From an optimization exercise on the open Yosys and OpenROAD flow, aimed at small area, a short achievable clock period and few clock cycles per item; shortcuts taken in it are not production practice.
RTL that was checked went through simulation tests only; none was proved equivalent to the original.

==> job 6524 <==
// hfo_core128
module hfo_core128 (
    input  wire        clk,
    input  wire        rst,
    input  wire        req,
    input  wire        req_we,
    input  wire [7:0]  req_off,
    input  wire [4:0]  req_size,
    input  wire [63:0] req_wdata,
    output wire        ack,
    output wire        ack_err,
    output wire [63:0] ack_rdata
);
    localparam [7:0] OP_NOP = 8'h00, OP_ADD = 8'h01, OP_SUB = 8'h02,
                     OP_EQ  = 8'h08, OP_NE  = 8'h09, OP_LTU = 8'h0A,
                     OP_LEU = 8'h0B, OP_GTU = 8'h0C, OP_GEU = 8'h0D,
                     OP_AND = 8'h10, OP_OR  = 8'h11, OP_XOR = 8'h12,
                     OP_NOT = 8'h13, OP_SLL = 8'h14, OP_SRL = 8'h15,
                     OP_SRA = 8'h16, OP_ZEXT64 = 8'h18,
                     OP_MUL = 8'h20, OP_MUL64 = 8'h21,
                     OP_DIVU = 8'h30, OP_REMU = 8'h31, OP_DIVS = 8'h32, OP_REMS = 8'h33,
                     OP_NEG = 8'h40, OP_SEXT64 = 8'h41,
                     OP_LTS = 8'h44, OP_LES = 8'h45, OP_GTS = 8'h46, OP_GES = 8'h47,
                     OP_FXADD64 = 8'h60, OP_FXSUB64 = 8'h61, OP_FXMUL64 = 8'h62,
                     OP_FXDIV64 = 8'h63, OP_FXMOD64 = 8'h64, OP_FXNEG64 = 8'h65,
                     OP_FXFROMINT64 = 8'h66,
                     OP_FXMUL128 = 8'h72, OP_FXDIV128 = 8'h73, OP_FXFROMINT128 = 8'h76;
    localparam [1:0] T_NONE = 2'd0, T64 = 2'd1, T96 = 2'd2, T128 = 2'd3;
    reg [127:0] opa, opb, y, z;
    reg         st_c, st_faulted;
    reg [1:0]   st_tier;
    reg [3:0]   st_cause;
    reg         force128;
    reg [31:0]  faultcmd;
    reg [7:0]   pa;
    reg [4:0]   ps;
    reg [63:0]  rdq;
    reg         rv;          
    reg         o_st, o_y0;  
    reg         rgo;         
    reg [7:0]   ta;          
    reg         t8;
    reg         busy;
    reg         ph_e1, ph_e2, ph_st, ph_p1, ph_p2;
    reg [7:0]   opr;
    reg [7:0]   cnt;
    reg [6:0]   sa;
    reg [127:0] r;
    reg         msel;        
    reg         nneg, dneg;
    reg c_xa, c_xcs, c_xr2;                             
    reg c_ya, c_ya12, c_yafn, c_yasx, c_yb, c_ybsx;     
    reg c_yy, c_yr, c_ycs;                              
    reg c_inv;
    reg c_ysum, c_ylog, c_ysh, c_ycmp, c_ydq, c_hxs, c_hxz, c_ywe, c_zwe;
    reg c_land, c_lor, c_lxor, c_lnot, c_lpass;
    reg c_cs, c_ceq, c_clt, c_cinv;
  ...
export LEC_CHECK = 0
export CAP_MARGIN = 20
export CORE_MARGIN = 2
export CORE_UTILIZATION = 45
export GPL_ROUTABILITY_DRIVEN = 1
export PLACE_DENSITY = 0.6
export SETUP_SLACK_MARGIN = 4.5
export SLEW_MARGIN = 20
create_clock -name core_clock -period 10.0 [get_ports {clk}]
run.sh (not shown) runs the stock make flow with config.mk's settings and CLKGATE_MAP_FILE= SYNTH_SCRIPT=/design/flow/synth_recipe.tcl, a recipe that flattens the netlist after the stock synthesis.
==> inputs of job 9585, as changes to job 6524 <==
--- a/flow/design.v
+++ b/flow/design.v
@@ -38,29 +38,33 @@
     reg         o_st, o_y0;  
     reg         rgo;         
     reg [7:0]   ta;          
     reg         t8;
     reg         busy;
-    reg         ph_e1, ph_e2, ph_st, ph_p1, ph_p2;
+    reg         ph_e1, ph_e2, ph_st, ph_pc, ph_p1, ph_p2;
     reg [7:0]   opr;
     reg [7:0]   cnt;
     reg [6:0]   sa;
     reg [127:0] r;
+    reg         r_s;         
     reg         msel;        
     reg         nneg, dneg;
     reg c_xa, c_xcs, c_xr2;                             
     reg c_ya, c_ya12, c_yafn, c_yasx, c_yb, c_ybsx;     
     reg c_yy, c_yr, c_ycs;                              
-    reg c_inv;
+    reg c_ybg, c_ybsxg;                                 
+    reg c_xr;                                           
+    reg c_sgb, c_sgb63;                                 
+    reg c_inv, c_invx;                                  
     reg c_ysum, c_ylog, c_ysh, c_ycmp, c_ydq, c_hxs, c_hxz, c_ywe, c_zwe;
     reg c_land, c_lor, c_lxor, c_lnot, c_lpass;
     reg c_cs, c_ceq, c_clt, c_cinv;
     reg c_ri_y, c_ri_z, c_ri_a, c_ri_az, c_ri_b, c_ri_bz;  
     reg c_left, c_kill, c_fill;
-    reg c_re2d, c_re2m, c_rmul, c_rdiv;
+    reg c_re2d, c_re2m, c_rmul, c_rdiv, c_rpc;
     reg c_addc, c_subc;
-    reg l_ap, l_a12, l_afn, l_asx, l_azx, l_bp, l_bsx, l_bzx;   
+    reg [7:0] lz_a, lz_b;                               
     reg m_zx;                                           
     wire [127:0] A = opa;
     wire [127:0] B = opb;
     wire sz4    = (req_size == 5'd4);
     wire sz8    = (req_size == 5'd8);
@@ -150,34 +154,43 @@
     wire [127:0] a_fn  = {{64{A[51]}}, A[51:0], 12'd0};    
     wire [127:0] a_sx  = {{64{A[63]}}, A[63:0]};           
     wire [127:0] a_zx  = {64'd0, A[63:0]};
     wire [127:0] b_sx  = {{64{B[63]}}, B[63:0]};
     wire [127:0] b_zx  = {64'd0, B[63:0]};
-    wire [127:0] mcand = {m_zx ? 64'd0 : (msel ? B[127:64] : A[127:64]),
-                          msel ? B[63:0] : A[63:0]};
+    wire gb1 = msel && r[127], ga1 = !msel && r[127];
+    wire gb0 = msel && r[126], ga0 = !msel && r[126];
+    wire gb1h = gb1 && !m_zx, ga1h = ga1 && !m_zx;
+    wire gb0h = gb0 && !m_zx, ga0h = ga0 && !m_zx;
     wire [127:0] cs_a  = {y[125:0], 2'b00};
-    wire [127:0] cs_b  = {mcand[126:0], 1'b0} & {128{r[127]}};
-    wire [127:0] cs_c  = mcand & {128{r[126]}};
+    wire [127:0] cs_b  = {({63{gb1h}} & B[126:64]) | ({63{ga1h}} & A[126:64]),
+                          ({64{gb1}}  & B[63:0])   | ({64{ga1}}  & A[63:0]), 1'b0};
+    wire [127:0] cs_c  = {({64{gb0h}} & B[127:64]) | ({64{ga0h}} & A[127:64]),
+                          ({64{gb0}}  & B[63:0])   | ({64{ga0}}  & A[63:0])};
     wire [127:0] cs_s  = cs_a ^ cs_b ^ cs_c;
     wire [127:0] cs_k  = (cs_a & cs_b) | (cs_a & cs_c) | (cs_b & cs_c);
     wire [127:0] ax = ({128{c_xa}}  & A) |
                       ({128{c_xcs}} & cs_s) |
+                      ({128{c_xr}}  & r) |
                       ({128{c_xr2}} & {r[126:0], y[127]});
     wire [127:0] ay = ({128{c_ya}}   & A)     | ({128{c_ya12}} & a_l12) |
                       ({128{c_yafn}} & a_fn)  | ({128{c_yasx}} & a_sx)  |
                       ({128{c_yb}}   & B)     | ({128{c_ybsx}} & b_sx)  |
                       ({128{c_yy}}   & y)     | ({128{c_yr}}   & r) |
-                      ({128{c_ycs}}  & {cs_k[126:0], 1'b0});
-    wire [128:0] sum_full = {1'b0, ax} + {1'b0, ay ^ {128{c_inv}}} + {128'd0, c_inv};
+                      ({128{c_ycs}}  & {cs_k[126:0], 1'b0}) |
+                      ({128{c_ybg && r_s}} & B) | ({128{c_ybsxg && r_s}} & b_sx);
+    wire ax128 = c_xr2 && r[127];
+    wire ay128 = (c_sgb && B[127]) || (c_sgb63 && B[63]);
+    wire inv   = c_inv ^ (c_invx && r_s);
+    wire [128:0] sum_full = {ax128, ax} + ({ay128, ay} ^ {129{inv}}) + {128'd0, inv};
     wire [127:0] sum  = sum_full[127:0];
-    wire         cout = sum_full[128];
+    wire         s128 = sum_full[128];    
     wire eq  = (A == B);
-    wire ltu = !cout;
+    wire ltu = s128;
     wire lts = (A[127] ^ B[127]) ? A[127] : ltu;
     wire lt  = c_cs ? lts : ltu;
     wire cmpbit = c_cinv ^ ((c_clt && lt) || (c_ceq && eq));
-    wire dge = r[127] || cout;
+    wire dge = !s128;
     wire [127:0] lg = ({128{c_land}}  & (A & B)) |
                       ({128{c_lor}}   & (A | B)) |
                       ({128{c_lxor}}  & (A ^ B)) |
                       ({128{c_lnot}}  & ~A) |
                       ({128{c_lpass}} & A);
@@ -220,17 +233,26 @@
                 cf = cn;
             end
             f_lzc = zf[0] ? 8'd128 : {1'b0, cf[6:0]};
         end
     endfunction
+    wire l_ap  = (opc == OP_MUL) || (opc == OP_FXMUL128) || (opc == OP_DIVU) ||
+                 (opc == OP_REMU) || (opc == OP_DIVS) || (opc == OP_REMS);
+    wire l_a12 = (opc == OP_FXDIV128);
+    wire l_afn = (opc == OP_FXDIV64);
+    wire l_asx = (opc == OP_FXMOD64);
+    wire l_azx = (opc == OP_MUL64) || (opc == OP_FXMUL64);
+    wire l_bp  = l_ap || l_a12;
+    wire l_bsx = s_fx64;
+    wire l_bzx = l_azx;
     wire [127:0] lza_in = ({128{l_ap}}  & A)    | ({128{l_a12}} & a_l12) |
                           ({128{l_afn}} & a_fn) | ({128{l_asx}} & a_sx) |
                           ({128{l_azx}} & a_zx);
     wire [127:0] lzb_in = ({128{l_bp}}  & B)    | ({128{l_bsx}} & b_sx) |
                           ({128{l_bzx}} & b_zx);
-    wire [7:0] lz_a = f_lzc(lza_in ^ {128{nneg}});
-    wire [7:0] lz_b = f_lzc(lzb_in ^ {128{dneg}});
+    wire [7:0] lz_a_c = f_lzc(lza_in ^ {128{s_nneg}});
+    wire [7:0] lz_b_c = f_lzc(lzb_in ^ {128{s_dneg}});
     wire [9:0] s_raw = {2'b00, lz_b} - {2'b00, lz_a} + {9'd0, nneg} + 10'd1;
     wire [9:0] t_raw = {2'b00, lz_a} - {2'b00, lz_b} - {9'd0, nneg} - 10'd1;    
     wire       s_le0 = s_raw[9] || (s_raw == 10'd0);
     wire       s_big = !s_raw[9] && (s_raw[8:7] != 2'b00);
     wire [7:0] s_div = s_raw[9] ? 8'd0 : s_big ? 8'd128 : s_raw[7:0];
@@ -266,43 +288,52 @@
     wire d_mul64 = (op == OP_MUL64);
     wire d_fxm64 = (op == OP_FXMUL64);
     wire d_fxm128= (op == OP_FXMUL128);
     wire d_divu  = (op == OP_DIVU);
     wire d_divs  = (op == OP_DIVS);
+    wire d_remu  = (op == OP_REMU);
+    wire d_rems  = (op == OP_REMS);
+    wire d_dsgn  = d_divs || d_rems || d_fxd64 || d_fxmod || d_fxd128;
     wire d_fxd64 = (op == OP_FXDIV64);
     wire d_fxmod = (op == OP_FXMOD64);
     wire d_fxd128= (op == OP_FXDIV128);
     wire d_mul   = (op == OP_MUL) || d_mul64 || d_fxm64 || d_fxm128;
     wire d_div   = (op[7:2] == 6'b001100) || d_fxd64 || d_fxmod || d_fxd128;
     wire d_m64   = d_mul64 || d_fxm64;
     wire d_d64   = d_fxd64 || d_fxmod;
     wire d_qonly = d_fxd64 || d_fxd128;
     wire d_cmp   = d_ucmp || d_scmp;
     wire [2:0] d_cl = op[2:0];
-    reg n_e1, n_e2, n_st, n_p1, n_p2;
+    reg n_e1, n_e2, n_st, n_pc, n_p1, n_p2;
     always @* begin
-        n_e1 = 1'b0; n_e2 = 1'b0; n_st = 1'b0; n_p1 = 1'b0; n_p2 = 1'b0;
+        n_e1 = 1'b0; n_e2 = 1'b0; n_st = 1'b0; n_pc = 1'b0; n_p1 = 1'b0; n_p2 = 1'b0;
         if (start) begin
             n_e1 = 1'b1;
         end else if (busy && !rst) begin
             if (ph_e1) begin
                 n_e2 = d_mul || d_div;
             end else if (ph_e2) begin
                 if (cnt != 8'd0) n_st = 1'b1;
-                else n_p1 = d_div;
+                else begin
+                    n_pc = d_div && !d_qonly;
+                    n_p1 = d_div && d_qonly;
+                end
             end else if (ph_st) begin
                 if (cnt != 8'd1) n_st = 1'b1;
                 else begin
-                    n_p1 = d_div || d_fxm64;
+                    n_pc = d_div && !d_qonly;
+                    n_p1 = (d_div && d_qonly) || d_fxm64;
                     n_p2 = d_fxm128;
                 end
+            end else if (ph_pc) begin
+                n_p1 = d_divs || d_rems || d_fxmod;
             end else if (ph_p1) begin
                 n_p2 = d_divs || d_fxm64;
             end
         end
     end
-    wire n_busy = n_e1 || n_e2 || n_st || n_p1 || n_p2;
+    wire n_busy = n_e1 || n_e2 || n_st || n_pc || n_p1 || n_p2;
     wire p_r = !d_qonly;      
     wire        pdir_n;
     reg  [7:0]  pa_n;
     reg  [4:0]  ps_n;
     reg         rv_n;
@@ -338,10 +369,16 @@
         ta   <= ta_n;
         t8   <= t8_n;
         c_xa   <= n_e1 && (d_add || d_sub || d_cmp || d_fxadd || d_fxsub);
         c_xcs  <= n_st && d_mul;
         c_xr2  <= n_st && d_div;
+        c_xr   <= n_pc;
+        c_ybg  <= n_pc && !d_d64;
+        c_ybsxg <= n_pc && d_d64;
+        c_sgb  <= n_st && d_div && d_dsgn && !d_d64;
+        c_sgb63 <= n_st && d_div && d_d64;
+        c_invx <= (n_st && d_div) || (n_pc && dneg);
         c_ya   <= n_e1 && (d_neg || d_fxneg || (d_div && !d_fxd128 && !d_d64));
         c_ya12 <= n_e1 && d_fxd128;
         c_yafn <= n_e1 && d_fxd64;
         c_yasx <= n_e1 && d_fxmod;
         c_yb   <= (n_e1 && (d_add || d_sub || d_cmp || d_fxadd || d_fxsub)) ||
@@ -353,11 +390,11 @@
         c_inv  <= (n_e1 && (d_sub || d_cmp || d_fxsub || d_neg || d_fxneg || (d_div && s_nneg))) ||
                   (n_st && d_div && !dneg) ||
                   (n_p1 && d_div && (p_r ? nneg : (nneg ^ dneg))) ||
                   (n_p2 && d_div && (nneg ^ dneg));
         c_ysum <= (n_e1 && (d_add || d_sub || d_neg || d_fxadd || d_fxsub || d_fxneg || d_div)) ||
-                  (n_st && d_mul) || ((n_p1 || n_p2) && d_div);
+                  (n_st && d_mul) || ((n_pc || n_p1 || n_p2) && d_div);
         c_ylog <= n_e1 && (d_and || d_or || d_xor || d_not || d_zext || d_sext);
         c_land <= n_e1 && d_and;
         c_lor  <= n_e1 && d_or;
         c_lxor <= n_e1 && d_xor;
         c_lnot <= n_e1 && d_not;
@@ -373,12 +410,12 @@
                   (n_e2 && d_div) || ((n_p1 || n_p2) && d_mul);
         c_ydq  <= n_st && d_div;
         c_hxs  <= (n_e1 && (d_fxadd || d_fxsub || d_fxneg || d_sext || d_fi64)) ||
                   ((n_p1 || n_p2) && d_d64);
         c_hxz  <= n_e1 && d_zext;
-        c_ywe  <= n_busy && !(n_p1 && (d_divu || d_divs));
-        c_zwe  <= n_p1 && (d_divu || d_divs);
+        c_ywe  <= n_busy && !(n_pc && !d_remu) && !(n_p1 && d_divs);
+        c_zwe  <= (n_pc && d_divu) || (n_p1 && d_divs);
         c_addc <= n_e1 && d_add;
         c_subc <= n_e1 && d_sub;
         if (n_busy) begin
             c_ri_y  <= (n_e2 && d_div) || ((n_p1 || n_p2) && d_mul);
             c_ri_z  <= 1'b0;
@@ -400,10 +437,11 @@
         c_fill <= (n_e1 && d_sra) || (n_p2 && d_mul);
         c_re2d <= n_e2 && d_div;
         c_re2m <= n_e2 && d_mul;
         c_rmul <= n_st && d_mul;
         c_rdiv <= n_st && d_div;
+        c_rpc  <= n_pc && (d_divs || d_rems || d_fxmod);
         if (n_e1)
             sa <= d_sll ? B[6:0] : (d_srl || d_sra) ? (7'd0 - B[6:0]) : 7'd12;
         else if (n_e2)
             sa <= d_div ? sa_div : {lz_max[6:1], 1'b0};
         else if (n_p1)
@@ -416,21 +454,12 @@
     always @(posedge clk) begin
         if (start) begin
             opr   <= opc;
             nneg  <= s_nneg;
             dneg  <= s_dneg;
-            l_ap  <= (opc == OP_MUL) || (opc == OP_FXMUL128) || (opc == OP_DIVU) ||
-                     (opc == OP_REMU) || (opc == OP_DIVS) || (opc == OP_REMS);
-            l_a12 <= (opc == OP_FXDIV128);
-            l_afn <= (opc == OP_FXDIV64);
-            l_asx <= (opc == OP_FXMOD64);
-            l_azx <= (opc == OP_MUL64) || (opc == OP_FXMUL64);
-            l_bp  <= (opc == OP_MUL) || (opc == OP_FXMUL128) || (opc == OP_DIVU) ||
-                     (opc == OP_REMU) || (opc == OP_DIVS) || (opc == OP_REMS) ||
-                     (opc == OP_FXDIV128);
-            l_bsx <= s_fx64;
-            l_bzx <= (opc == OP_MUL64) || (opc == OP_FXMUL64);
+            lz_a  <= lz_a_c;
+            lz_b  <= lz_b_c;
             m_zx  <= (opc == OP_MUL64) || (opc == OP_FXMUL64);
         end
         if (ph_e1) begin
             msel <= a_fewer;
             if (d_div) cnt <= s_div;
@@ -438,11 +467,13 @@
         end
         if (ph_st) cnt <= cnt - 8'd1;
         if (c_re2d)      r <= rot & ~keep;
         else if (c_re2m) r <= shy;
         else if (c_rmul) r <= {r[125:0], 2'b00};
-        else if (c_rdiv) r <= dge ? sum : ax;
+        else if (c_rdiv || c_rpc) r <= sum;
+        if (c_re2d)      r_s <= 1'b0;
+        else if (c_rdiv) r_s <= s128;
         if (rdq_ld) begin
             if (ta[7:6] == 2'b00) rdq <= {t8 ? rot[63:32] : 32'd0, rot[31:0]};
             else if (ta == 8'h48) rdq <= {63'd0, force128};
             else if (ta == 8'h4C) rdq <= {32'd0, faultcmd};
             else                  rdq <= 64'd0;
@@ -452,18 +483,17 @@
         if (rst) begin
             opa <= 128'd0; opb <= 128'd0; y <= 128'd0; z <= 128'd0;
             st_c <= 1'b0; st_faulted <= 1'b0; st_tier <= T_NONE; st_cause <= 4'd0;
             force128 <= 1'b0; faultcmd <= 32'd0;
             busy <= 1'b0;
-            ph_e1 <= 1'b0; ph_e2 <= 1'b0; ph_st <= 1'b0; ph_p1 <= 1'b0; ph_p2 <= 1'b0;
+            ph_e1 <= 1'b0; ph_e2 <= 1'b0; ph_st <= 1'b0; ph_pc <= 1'b0; ph_p1 <= 1'b0; ph_p2 <= 1'b0;
         end else begin
             busy  <= n_busy;
-            ph_e1 <= n_e1; ph_e2 <= n_e2; ph_st <= n_st; ph_p1 <= n_p1; ph_p2 <= n_p2;
+            ph_e1 <= n_e1; ph_e2 <= n_e2; ph_st <= n_st; ph_pc <= n_pc; ph_p1 <= n_p1; ph_p2 <= n_p2;
             if (c_ywe) y <= y_nx;
             if (c_zwe) z <= sum;
-            if (c_addc) st_c <= cout;
-            if (c_subc) st_c <= !cout;
+            if (c_addc || c_subc) st_c <= s128;
             if (is_opw) begin
                 if (sz8) begin
                     if (req_off[4]) opb[64*req_off[3] +: 64] <= req_wdata;
                     else            opa[64*req_off[3] +: 64] <= req_wdata;
                 end else begin
--- a/flow/config.mk
+++ b/flow/config.mk
@@ -5,10 +5,10 @@
 export SDC_FILE = /design/flow/constraint.sdc
 export NUM_CORES = 4
 export LEC_CHECK = 0
 export CAP_MARGIN = 20
 export CORE_MARGIN = 2
-export CORE_UTILIZATION = 45
+export CORE_UTILIZATION = 55
 export GPL_ROUTABILITY_DRIVEN = 1
-export PLACE_DENSITY = 0.6
+export PLACE_DENSITY = 0.7
 export SETUP_SLACK_MARGIN = 4.5
 export SLEW_MARGIN = 20
==> impl_results.md <==
* Effective utilization at floorplan at 0.452
* Post-Synth Adder-Cell Area at 0.0751
* Post-synth top cells: nand2_1, o21ai_0, clkbuf_1
* Met3 usage at 0.528
* Synth Area in Compound Gates at 0.339
* Clk sinks at roughly 850
* Status: aborted with a tool error
* Post-synth EDFFs at ~230
* Post-synth top area share at 0.121
* M1 GR Usage at 0.719
* Halt Stage: global routing
* Error: [ERROR GRT-0232] Routing congestion too high. Check the congestion heatmap in the GUI.
* Syn Std Cell Area at between 0.1 and 0.15 mm^2
That was job 6524.
==> impl_results.md <==
* Post-synth EDFFs at 235
* Post-synth top area share at 0.126
* Halt Stage: global routing
* Synth Area in Compound Gates at 0.336
* Error: [ERROR GRT-0232] Routing congestion too high. Check the congestion heatmap in the GUI.
* Syn Std Cell Area at 0.101 mm^2
* Effective utilization at floorplan at 0.553
* Clk sinks at 869
* Status: aborted with a tool error
* Met3 usage at 0.657
That was job 9585.
Testbench counts of job 9585, summed over its fixed seeds: cycles 49,257, commands 3,200.
No functional check of the RTL was part of job 6524.
